This design comes from an exercise in tuning for small area, a short achievable clock period and few clock cycles on the open sky130 flow, not from production work. At most, simulation tests tie the RTL to the original design; equivalence was not proved. The clock port is modelled as an ideal driver; clocking choices that lean on that would not hold on a real chip. Power and IR drop assume default switching activity.

Design mansos_demod, start of the top module:
module mansos_demod (
    input  wire        clk,
    input  wire        rst,           
    input  wire        start,         
    output wire        raw_re,        
    output wire [6:0]  raw_addr,
    input  wire [7:0]  raw_rdata,
    output wire        busy,
    output reg         done,          
    output reg  [2:0]  result,
    output wire [1:0]  halt_state,
    output wire [3:0]  bit_len,
    output wire [6:0]  bit_count,
    output wire [3:0]  nbytes,
    output wire [63:0] frame_out
);
    localparam [1:0] S_PRE = 2'd0, S_DELIM = 2'd1, S_DATA = 2'd2;
    localparam [2:0] R_VALID = 3'd1, R_EXHAUSTED = 3'd2, R_BAD_DELIM = 3'd3,
                     R_LENGTH = 3'd5, R_CHECKSUM = 3'd6;
    reg        run;           
    reg        boot;          
    reg        setl;          
    reg [10:0] rd;            
    reg [7:0]  ra;            
    reg [1:0]  wb;            
    reg        rv;            
    reg [31:0] win;           
    reg [3:0]  L;
    reg [1:0]  state;
  ...
export LEC_CHECK = 0
export CAP_MARGIN = 20
export CORE_MARGIN = 2
export CORE_UTILIZATION = 40
export SLEW_MARGIN = 20
create_clock -name core_clock -period 14.0 [get_ports {clk}]
standard.sh (not shown) runs the stock make flow with config.mk's settings and CLKGATE_MAP_FILE= SYNTH_SCRIPT=/design/flow/synth_recipe.tcl, a recipe that flattens the netlist after the stock synthesis.
==> flow/flow/run.sh <==
#!/bin/bash
set -euo pipefail
export REPAIR_MARGIN=$(cat flow/margin.txt)
bash standard.sh synth > log_1_synth.txt 2>&1
bash standard.sh place > log_2_place.txt 2>&1
STAGE=place openroad -no_init -exit flow/repair.tcl > log_3_repair_place.txt 2>&1
bash standard.sh cts > log_4_cts.txt 2>&1
STAGE=cts openroad -no_init -exit flow/repair.tcl > log_5_repair_cts.txt 2>&1
bash standard.sh > log_6_finish.txt 2>&1
==> flow/flow/margin.txt <==
10
==> flow/flow/repair.tcl <==
# Setup repair at a tighter slack target on the placed (or clock-tree)
# database, then legalize; written back in place for the next ORFS step.
set res [pwd]/orfs/results/sky130hd/mansos_demod/base
set stage $::env(STAGE)
if { $stage == "place" } {
  set odb 3_place.odb
  set sdc 3_place.sdc
} else {
  set odb 4_cts.odb
  set sdc 4_cts.sdc
}
read_liberty $::env(FLOW_HOME)/platforms/sky130hd/lib/sky130_fd_sc_hd__tt_025C_1v80.lib
read_db $res/$odb
read_sdc $res/$sdc
source $::env(FLOW_HOME)/platforms/sky130hd/setRC.tcl
set_dont_use [get_lib_cells {sky130_fd_sc_hd__probe* sky130_fd_sc_hd__lpflow*}]
if { $stage == "cts" } {
  set_propagated_clock [all_clocks]
}
estimate_parasitics -placement
report_design_area
report_worst_slack -max
report_worst_slack -min
repair_timing -setup -setup_margin $::env(REPAIR_MARGIN) -skip_gate_cloning -verbose
detailed_placement
estimate_parasitics -placement
if { $stage == "cts" } {
  repair_timing -hold -hold_margin 0.05 -verbose
  detailed_placement
  estimate_parasitics -placement
}
check_placement
report_design_area
report_worst_slack -max
report_worst_slack -min
write_db $res/$odb
Change:
==> flow/flow/margin.txt (replaced) <==
9
Global-route usage decreases by 2.6 points.
Total power is lower by 21%.
Routed wire length falls by 9.7%.
Worst setup slack is worse by 490 ps.
Synthesized area does not change.
Synthesized cell count is unchanged.
Fmax went down by 9.6%.
Die area does not change.
Sequential power climbs by about 0.9%.
Function was not checked in any run of this note: the RTL went through the layout flow alone.

mansos_demod, a different RTL version from the one above (not shown whole).
Size: about 1400 cells after synthesis, about 180 flip-flops, roughly 110 I/O pins, roughly 13000 µm² of cells after synthesis.
==> flow/design.v (excerpt) <==
module mansos_demod (
    input  wire        clk,
    input  wire        rst,           
    input  wire        start,         
    output wire        raw_re,        
    output wire [6:0]  raw_addr,
    input  wire [7:0]  raw_rdata,
    output wire        busy,
    output reg         done,          
    output reg  [2:0]  result,
    output wire [1:0]  halt_state,
    output wire [3:0]  bit_len,
    output wire [6:0]  bit_count,
    output wire [3:0]  nbytes,
    output wire [63:0] frame_out
);
clock: 14.0 ns
lec_check: 0
cap_margin: 20
core_margin: 2
core_utilization: 40
slew_margin: 20
==> flow/flow/margin.txt <==
9
Scripts as last shown in full above: flow/flow/run.sh, flow/flow/repair.tcl
Testbench counts at the start, summed over its fixed seeds: cycles 36,561.
Rerun with:
==> flow/flow/margin.txt (replaced) <==
11
ABC_AREA = 1   (was default)
Result: The new run completed without violations. Sequential share of layout area drops by 6.3 points. Utilization climbs by 9.4 points. Final area climbs by 25%. Clock skew climbs by 3.9 ps. Sequential power drops by 11%.
Rerun with:
--- a/flow/flow/run.sh
+++ b/flow/flow/run.sh
@@ -2,3 +2,3 @@
 set -euo pipefail
-export REPAIR_MARGIN=$(cat flow/margin.txt)
+export REPAIR_MARGIN="$(cat flow/margin.txt)"
 bash standard.sh synth > log_1_synth.txt 2>&1
==> flow/flow/margin.txt (replaced) <==
11 10
--- a/flow/flow/repair.tcl
+++ b/flow/flow/repair.tcl
@@ -23,3 +23,9 @@
 report_worst_slack -min
-repair_timing -setup -setup_margin $::env(REPAIR_MARGIN) -skip_gate_cloning -verbose
+if { $stage == "place" } {
+  set margin [lindex $::env(REPAIR_MARGIN) 0]
+} else {
+  set margin [lindex $::env(REPAIR_MARGIN) 1]
+}
+# -repair_tns 0: work on the worst path only, which sets the period
+repair_timing -setup -setup_margin $margin -repair_tns 0 -skip_gate_cloning -verbose
 detailed_placement
What happened: Area after synthesis does not change; power goes down by a quarter to a third; die area does not change; register-to-register slack degrades by 200 ps; via count goes down by a little under a tenth.

indigo:
Another version of the RTL of mansos_demod (not shown whole).
Size: about 190 flip-flops, ~0.014 mm^2 of cells after synthesis.
Design mansos_demod, start of the top module:
module mansos_demod (
    input  wire        clk,
    input  wire        rst,           
    input  wire        start,         
    output wire        raw_re,        
    output wire [6:0]  raw_addr,
    input  wire [7:0]  raw_rdata,
    output wire        busy,
    output reg         done,          
    output reg  [2:0]  result,
    output wire [1:0]  halt_state,
    output wire [3:0]  bit_len,
    output wire [6:0]  bit_count,
    output reg  [3:0]  nbytes,
    output wire [63:0] frame_out
);
    localparam [1:0] S_PRE = 2'd0, S_DELIM = 2'd1, S_DATA = 2'd2;
    localparam [2:0] R_VALID = 3'd1, R_EXHAUSTED = 3'd2, R_BAD_DELIM = 3'd3,
                     R_LENGTH = 3'd5, R_CHECKSUM = 3'd6;
    reg        run;           
    reg        boot;          
    reg        setl;          
    reg [10:0] rd;            
    reg [7:0]  ra;            
    reg [3:0]  wb;            
    reg        rv;            
    reg [31:0] win;           
    reg [3:0]  L;
    reg [1:0]  state;
    reg        pol, locked;
    reg [1:0]  cnt;
    reg [4:0]  ds;            
    reg [63:0] sr;            
    reg [6:0]  bit_idx;
    reg [2:0]  zr;
    reg [15:0] crc;
  ...
clock: 14.0 ns
lec_check: 0
abc_area: 1
cap_margin: 20
core_margin: 2
core_utilization: 55
slew_margin: 20
==> flow/flow/run.sh <==
#!/bin/bash
set -euo pipefail
export REPAIR_MARGIN="$(cat flow/margin.txt)"
bash standard.sh synth > log_1_synth.txt 2>&1
bash standard.sh place > log_2_place.txt 2>&1
STAGE=place openroad -no_init -exit flow/repair.tcl > log_3_repair_place.txt 2>&1
bash standard.sh cts > log_4_cts.txt 2>&1
STAGE=cts openroad -no_init -exit flow/repair.tcl > log_5_repair_cts.txt 2>&1
bash standard.sh > log_6_finish.txt 2>&1
==> flow/flow/margin.txt <==
11 10.3
==> flow/flow/repair.tcl <==
# Setup repair at a tighter slack target on the placed (or clock-tree)
# database, then legalize; written back in place for the next ORFS step.
set res [pwd]/orfs/results/sky130hd/mansos_demod/base
set stage $::env(STAGE)
if { $stage == "place" } {
  set odb 3_place.odb
  set sdc 3_place.sdc
} else {
  set odb 4_cts.odb
  set sdc 4_cts.sdc
}
read_liberty $::env(FLOW_HOME)/platforms/sky130hd/lib/sky130_fd_sc_hd__tt_025C_1v80.lib
read_db $res/$odb
read_sdc $res/$sdc
source $::env(FLOW_HOME)/platforms/sky130hd/setRC.tcl
set_dont_use [get_lib_cells {sky130_fd_sc_hd__probe* sky130_fd_sc_hd__lpflow*}]
if { $stage == "cts" } {
  set_propagated_clock [all_clocks]
}
estimate_parasitics -placement
report_design_area
report_worst_slack -max
report_worst_slack -min
if { $stage == "place" } {
  set margin [lindex $::env(REPAIR_MARGIN) 0]
} else {
  set margin [lindex $::env(REPAIR_MARGIN) 1]
}
# -repair_tns 0: work on the worst path only, which sets the period
repair_timing -setup -setup_margin $margin -repair_tns 0 -skip_gate_cloning -verbose
detailed_placement
estimate_parasitics -placement
if { $stage == "cts" } {
  repair_timing -hold -hold_margin 0.05 -verbose
  detailed_placement
  estimate_parasitics -placement
}
check_placement
report_design_area
report_worst_slack -max
report_worst_slack -min
write_db $res/$odb
Testbench counts of indigo, summed over its fixed seeds: cycles 36,561.
## Diff of input files: violet against indigo
==> flow/flow/margin.txt <==
10.2 10.05
Notes after the runs:
Compared to indigo, the routing of violet uses less wire.
indigo has a lower part of the total power dissipated in the clock network than violet.
In violet, the minimum clock period after layout came out 0.34 ns above the value in indigo.
Inputs modified between violet and onyx:
Settings: CORE_UTILIZATION: 55 -> 40.
==> flow/flow/margin.txt <==
11 10
Findings:
- Combinational fraction of design power in onyx vs violet: up 1.9 points
- Changes observed in onyx relative to violet: area of all placed cells without fillers went up; static leakage went up; final weighted congestion in routability-driven placement went down; number of clock buffers in the layout went down.
Input changes introduced in xenon (baseline for comparison: onyx):
Settings: swapping 40 for 55 in CORE_UTILIZATION.
==> flow/flow/margin.txt <==
10.6 10.3
Findings:
In the reports for xenon and onyx, the smaller proportion of final cell area spent on non-clock buffers belongs to xenon. On well tap count: between xenon and onyx, it ends up lower for xenon. Share of total power in combinational logic: higher on onyx. xenon ended with less number of detailed-route iterations in the first pass than onyx.

== the reference run ==
Starting RTL as in the previous note.
Design mansos_demod, start of the top module:
module mansos_demod (
    input  wire        clk,
    input  wire        rst,           
    input  wire        start,         
    output wire        raw_re,        
    output wire [6:0]  raw_addr,
    input  wire [7:0]  raw_rdata,
    output wire        busy,
    output reg         done,          
    output reg  [2:0]  result,
    output wire [1:0]  halt_state,
    output wire [3:0]  bit_len,
    output wire [6:0]  bit_count,
    output reg  [3:0]  nbytes,
    output wire [63:0] frame_out
);
clock: 14.0 ns
lec_check: 0
abc_area: 1
cap_margin: 20
core_margin: 2
core_utilization: 55
slew_margin: 20
==> flow/flow/margin.txt <==
0 10.3
Scripts as last shown in full above: flow/flow/run.sh, flow/flow/repair.tcl
Testbench counts of the reference run, summed over its fixed seeds: cycles 36,561.
Edits applied to the flow inputs when going from the reference run to the trial run:
Settings: a change of CORE_UTILIZATION from 55 to 40.
==> flow/flow/margin.txt <==
10.2 10.05
--- outcome ---
Going from the reference run to the trial run, combined buffer and inverter count along the critical path shows a reduction of 1, combinational share of power shows a reduction of 0.6 points, height of the die increased 17%. Compared the reference run against the trial run; total power within noise. The trial run vs the reference run — final area dropped slightly.

-- port drivers added, routing unchanged --
The results above use ideal ports. As a check the final layouts listed here were re-extracted and re-timed, cells and wires unchanged.
Step 1 (the two cells are an assumption about what drives the block):
set clk [get_ports {clk}]
set_driving_cell -lib_cell sky130_fd_sc_hd__clkbuf_16 $clk
set_driving_cell -lib_cell sky130_fd_sc_hd__buf_2 [delete_from_list [all_inputs] $clk]
Step 2 times the ports against the registers' clock, not the clock port: input delays grow and output delays shrink by t, the midpoint of the rising clock arrivals with the driver on.
Slacks: ideal / step 1 / step 2; pairs: ideal / step 1.
run | shift t [ns] | setup WS [ns] | worst register clock-pin slew, ns | worst slew at a driven data input, ns
the first run of note 1 | 0.497 | 9.365 / 9.365 / 9.365 | 0.08 / 0.08 | 0.05
the second run of note 1 | 0.488 | 8.870 / 8.870 / 8.870 | 0.08 / 0.08 | 0.05
the first run of note 2 | 0.486 | 8.955 / 8.955 / 8.955 | 0.08 / 0.08 | 0.06
the second run of note 2 | 0.508 | 9.885 / 9.832 / 10.341 | 0.08 / 0.08 | 0.06
the third run of note 2 | 0.502 | 9.889 / 9.837 / 10.282 | 0.08 / 0.08 | 0.04
indigo | 0.490 | 10.091 / 10.041 / 10.329 | 0.09 / 0.09 | 0.04
violet | 0.483 | 9.754 / 9.705 / 9.767 | 0.09 / 0.09 | 0.04
onyx | 0.492 | 10.049 / 9.998 / 10.410 | 0.09 / 0.09 | 0.04
xenon | 0.480 | 10.095 / 10.067 / 10.095 | 0.09 / 0.09 | 0.04
the reference run | 0.479 | 9.979 / 9.979 / 9.979 | 0.09 / 0.09 | 0.04
the trial run | 0.495 | 9.733 / 9.683 / 9.765 | 0.09 / 0.09 | 0.04
After both steps setup and hold are still met in every run listed.
